This is an optimization exercise on Yosys and OpenROAD, whose aim is small area, not a production implementation.
At most, simulation tests tie the RTL to the original design; equivalence was not proved.

## job 102
==> flow/design.v <==
module jexb_crc_upd (
    input  wire [15:0] crc,
    input  wire [7:0]  data,
    output wire [15:0] crc_next
);
    wire [7:0]  d1 = data ^ crc[7:0];
    wire [7:0]  d2 = d1 ^ {d1[3:0], 4'b0000};
    wire [15:0] t1 = {d2, crc[15:8]};
    wire [15:0] t2 = {12'h000, d2[7:4]};
    wire [15:0] t3 = {5'b00000, d2, 3'b000};
    assign crc_next = t1 ^ t2 ^ t3;
endmodule
module jexb_fa #(
    parameter [7:0] START_MARKER = 8'h3E,
    parameter [7:0] RC_TYPE      = 8'h31
) (
    input  wire        clk,
    input  wire        rst,
    input  wire        rx_valid,
    input  wire [7:0]  rx_data,
    input  wire [1:0]  c_op,
    input  wire [7:0]  c_idx,
    input  wire [15:0] c_mid,
    output wire        c_ready,
    output wire        c_fs_clear,
    output wire        c_baud_toggle,
    output wire [15:0] c_val,
    output wire [4:0]  nchan
);
    localparam integer CAP       = 70;
    localparam integer NCHAN     = 16;
    localparam [10:0]  JUNK_BASE = 11'd23;    
    assign nchan = NCHAN[4:0];
    reg [7:0]  hi_q [0:NCHAN-1];    
    reg [7:2]  lo_q [0:NCHAN-1];    
    reg [6:0]  pos_q;               
    reg [6:0]  len_q;               
    reg [15:0] crc_q;               
    reg        done_q;
    reg        baudok_q;
    reg [10:0] junk_q;              
    reg        ready_q;
    reg        toggle_q;
    reg        rd_q;                
    reg        md_q;                
    reg [15:0] arg_q;               
    wire        begun     = |pos_q;
    wire        is_marker = (rx_data == START_MARKER);
    wire        store     = rx_valid && (begun || is_marker);
    wire        junk_byte = rx_valid && !begun && !is_marker;
    wire [6:0]  p_next    = pos_q + 7'd1;
    wire [15:0] crc_out;
    jexb_crc_upd u_crc (
        .crc      (begun ? crc_q : 16'h0000),
        .data     (rx_data),
        .crc_next (crc_out)
    );
    wire at_len     = (pos_q == 7'd2);
    wire abort_len  = at_len && ((rx_data > CAP) || (rx_data < 8'd3));
    wire abort_type = (pos_q == 7'd4) && (rx_data != RC_TYPE);
    wire hit_len    = at_len ? (rx_data == 8'd3) :
                      ((pos_q > 7'd2) && (p_next == len_q));
    wire complete   = store && !abort_len && !abort_type && hit_len;
    wire crc_ok     = (crc_out == 16'h0000);
    wire good       = complete && crc_ok;
    wire bad        = complete && !crc_ok;
    wire stay       = store && !abort_len && !abort_type && !hit_len;
    wire        junk_over = junk_q[10];
    wire [10:0] junk_sum  = junk_q + {4'd0, bad ? pos_q : 7'd0} + 11'd1;
    wire [10:0] junk_rx   = (!junk_over && (junk_byte || bad)) ? junk_sum : junk_q;
    wire done_rx   = good ? 1'b1 : ((store && !begun) ? 1'b0 : done_q);
    wire baudok_rx = baudok_q || good;
    wire is_poll = (c_op == 2'b01);
    wire is_rdch = (c_op == 2'b10);
    wire toggle  = is_poll && !baudok_rx && junk_rx[10];
    wire use_mid = (c_idx[7:4] != 4'd0) || !baudok_rx;
    wire [7:0] wdata = rst ? 8'h00 : rx_data;
    integer i;
    always @(posedge clk) begin
        for (i = 0; i < NCHAN; i = i + 1) begin
            if (rst || (store && pos_q == 6 + 2 * i))
                lo_q[i] <= wdata[7:2];
            if (rst || (store && pos_q == 7 + 2 * i))
                hi_q[i] <= wdata;
        end
    end
    always @(posedge clk) begin
        if (at_len)
            len_q <= rx_data[6:0];
        if (store)
            crc_q <= crc_out;
        arg_q <= use_mid ? c_mid : {c_mid[15:4], c_idx[3:0]};
    end
    always @(posedge clk) begin
        if (rst) begin
            pos_q    <= 7'd0;
            done_q   <= 1'b0;
            baudok_q <= 1'b0;
            junk_q   <= JUNK_BASE;
            ready_q  <= 1'b0;
            toggle_q <= 1'b0;
            rd_q     <= 1'b0;
            md_q     <= 1'b0;
        end else begin
            if (toggle || (store && !stay))
                pos_q <= 7'd0;
            else if (store)
                pos_q <= p_next;
            done_q   <= is_poll ? 1'b0 : done_rx;
            baudok_q <= baudok_rx;
            junk_q   <= toggle ? JUNK_BASE : junk_rx;
            ready_q  <= is_poll && done_rx;
            toggle_q <= toggle;
            rd_q     <= is_rdch && !use_mid;
            md_q     <= is_rdch && use_mid;
        end
    end
    assign c_ready       = ready_q;
    assign c_fs_clear    = ready_q;
    assign c_baud_toggle = toggle_q;
    wire [13:0] chsel;
    wire [15:0] sel;
    wire [13:0] row [0:NCHAN-1];
    genvar g, b;
    generate
        for (g = 0; g < NCHAN; g = g + 1) begin : g_sel
            assign sel[g] = (arg_q[3:0] == g);
            assign row[g] = {hi_q[g], lo_q[g]} & {14{sel[g]}};
        end
        for (b = 0; b < 14; b = b + 1) begin : g_bit
            wire o0 = row[0][b]  | row[1][b]  | row[2][b];
            wire o1 = row[3][b]  | row[4][b]  | row[5][b];
            wire o2 = row[6][b]  | row[7][b]  | row[8][b];
            wire o3 = row[9][b]  | row[10][b] | row[11][b];
            wire o4 = row[12][b] | row[13][b] | row[14][b];
            wire o5 = row[15][b];
            assign chsel[b] = (o0 | o1 | o2) | (o3 | o4 | o5);
        end
    endgenerate
    wire [7:0] hi_sel = chsel[13:6];
    wire [7:2] lo_sel = chsel[5:0];
    wire [13:0] chval = {1'b0, hi_sel, lo_sel[7:3]} + {13'd0, lo_sel[2]};
    assign c_val = (md_q ? arg_q : 16'd0) | (rd_q ? {2'b00, chval} : 16'd0);
endmodule
export LEC_CHECK = 0
export ABC_AREA = 1
export CAP_MARGIN = 20
export CORE_MARGIN = 2
export CORE_UTILIZATION = 70
export PLACE_DENSITY = 0.8
export SLEW_MARGIN = 20
create_clock -name core_clock -period 10.0 [get_ports {clk}]
standard.sh (not shown) runs the stock make flow with config.mk's settings and CLKGATE_MAP_FILE= SYNTH_SCRIPT=/design/flow/synth_recipe.tcl, a recipe that flattens the netlist after the stock synthesis.
==> flow/flow/run.sh <==
#!/bin/bash
# Own layout flow: the standard flow, with
#  - synthesis: abc maps for area (flow/abc_area.script) instead of ORFS's
#    area script, which buffers and upsizes for a delay target;
#  - port buffers: the smallest buffer (buf_1) instead of clkdlybuf4s50_1;
#  - CTS: no dummy loads, clkbuf_4 buffers driving clusters of up to 10 sinks.
set -euo pipefail
WORK=$(pwd)
export FLOW_WORK=$WORK
export AREA_ABC_SCRIPT=$WORK/flow/abc_area.script
sed "s#SYNTH_SCRIPT=[^ ]*#SYNTH_SCRIPT=$WORK/flow/synth.tcl#" standard.sh > own_standard.sh
bash own_standard.sh synth > synth.log 2>&1
export BUFFER_PORTS_ARGS="-buffer_cell sky130_fd_sc_hd__buf_1"
export CTS_ARGS="-sink_clustering_enable -repair_clock_nets -dont_use_dummy_load -buf_list sky130_fd_sc_hd__clkbuf_4 -sink_clustering_size 10 -sink_clustering_max_diameter 50"
bash standard.sh > layout.log 2>&1
==> flow/flow/abc_area.script <==
strash
&get -n
&dch -f
&nf -R 1000
&put
strash
&get -n
&dch -f
&nf -R 1000
&put
strash
&get -n
&dch -f
&nf -R 1000
&put
topo
==> flow/flow/synth.tcl <==
# The standard flow's synthesis (synth_recipe.tcl) with abc's script replaced by an
# area-oriented one. Registers are mapped before abc runs, so they are the
# same as the standard synthesis gives.
proc abc {args} {
  set i [lsearch -exact $args -script]
  if { $i >= 0 } {
    lset args [expr { $i + 1 }] $::env(AREA_ABC_SCRIPT)
  }
  yosys abc {*}$args
}
source $::env(FLOW_WORK)/synth_recipe.tcl
Changes in job 103 relative to job 102:
--- a/flow/design.v
+++ b/flow/design.v
@@ -44,5 +44,6 @@
     reg        rd_q;                
     reg        md_q;                
-    reg [15:0] arg_q;               
+    reg [3:0]  idx_q;
+    reg [15:0] mid_q;
     wire        begun     = |pos_q;
     wire        is_marker = (rx_data == START_MARKER);
@@ -90,5 +91,6 @@
         if (store)
             crc_q <= crc_out;
-        arg_q <= use_mid ? c_mid : {c_mid[15:4], c_idx[3:0]};
+        idx_q <= c_idx[3:0];
+        mid_q <= c_mid;
     end
     always @(posedge clk) begin
@@ -119,26 +121,16 @@
     assign c_fs_clear    = ready_q;
     assign c_baud_toggle = toggle_q;
-    wire [13:0] chsel;
-    wire [15:0] sel;
-    wire [13:0] row [0:NCHAN-1];
-    genvar g, b;
-    generate
-        for (g = 0; g < NCHAN; g = g + 1) begin : g_sel
-            assign sel[g] = (arg_q[3:0] == g);
-            assign row[g] = {hi_q[g], lo_q[g]} & {14{sel[g]}};
+    reg [7:0] hi_sel;
+    reg [7:2] lo_sel;
+    integer k;
+    always @* begin
+        hi_sel = 8'd0;
+        lo_sel = 6'd0;
+        for (k = 0; k < NCHAN; k = k + 1) begin
+            hi_sel = hi_sel | (hi_q[k] & {8{idx_q == k}});
+            lo_sel = lo_sel | (lo_q[k] & {6{idx_q == k}});
         end
-        for (b = 0; b < 14; b = b + 1) begin : g_bit
-            wire o0 = row[0][b]  | row[1][b]  | row[2][b];
-            wire o1 = row[3][b]  | row[4][b]  | row[5][b];
-            wire o2 = row[6][b]  | row[7][b]  | row[8][b];
-            wire o3 = row[9][b]  | row[10][b] | row[11][b];
-            wire o4 = row[12][b] | row[13][b] | row[14][b];
-            wire o5 = row[15][b];
-            assign chsel[b] = (o0 | o1 | o2) | (o3 | o4 | o5);
-        end
-    endgenerate
-    wire [7:0] hi_sel = chsel[13:6];
-    wire [7:2] lo_sel = chsel[5:0];
+    end
     wire [13:0] chval = {1'b0, hi_sel, lo_sel[7:3]} + {13'd0, lo_sel[2]};
-    assign c_val = (md_q ? arg_q : 16'd0) | (rd_q ? {2'b00, chval} : 16'd0);
+    assign c_val = (md_q ? mid_q : 16'd0) | (rd_q ? {2'b00, chval} : 16'd0);
 endmodule
- Of job 103 and job 102, job 103 shows the higher global-route wire length before repair, with job 102 below it.
- Job 103 against job 102: worst stage delay on the critical path fell 0.12 ns; count of inverters other than clock inverters in the layout now sits higher.
- The critical path capture point comes out c_val[11] in one run and c_val[12] in the other, namely in job 102 and job 103 respectively.
- Job 103: no failed stages, no open violations at the end
- Going from job 102 to job 103, synthesis-to-layout area growth has increased; post-synthesis instance total went up; total placed cells including tap cells went up; tightest slew margin relative to the limit +10 points.
- Met1 routing resource usage after global routing: job 103 > job 102
Function not checked in job 102: the RTL went through the layout flow alone.

[what the ideal ports hide]
No port has a modelled driver above. Below, the same layouts with a new extraction and two added sets of constraints.
Step 1, drivers: a clkbuf_16 drives clk and a buf_2 each remaining input, both assumed.
Step 2 also shifts input and output timing later by t, the mid clock arrival at the registers, as if the neighbouring blocks saw the same clock.
Three values: no drivers, after step 1, after step 2; two values: the first two.
| run | t, ns | setup WS [ns] | hold WS [ns] |
|---|---|---|---|
| job 102 | 0.640 | 2.845 / 2.808 / 3.344 | 0.486 / 0.486 / 0.486 |
| job 103 | 0.633 | 3.450 / 3.416 / 3.146 | 0.470 / 0.470 / 0.470 |
After both steps every run listed still meets setup and hold. For job 103, which loses most, drivers alone change the setup slack by -0.034 ns; drivers and shift together by -0.304 ns.
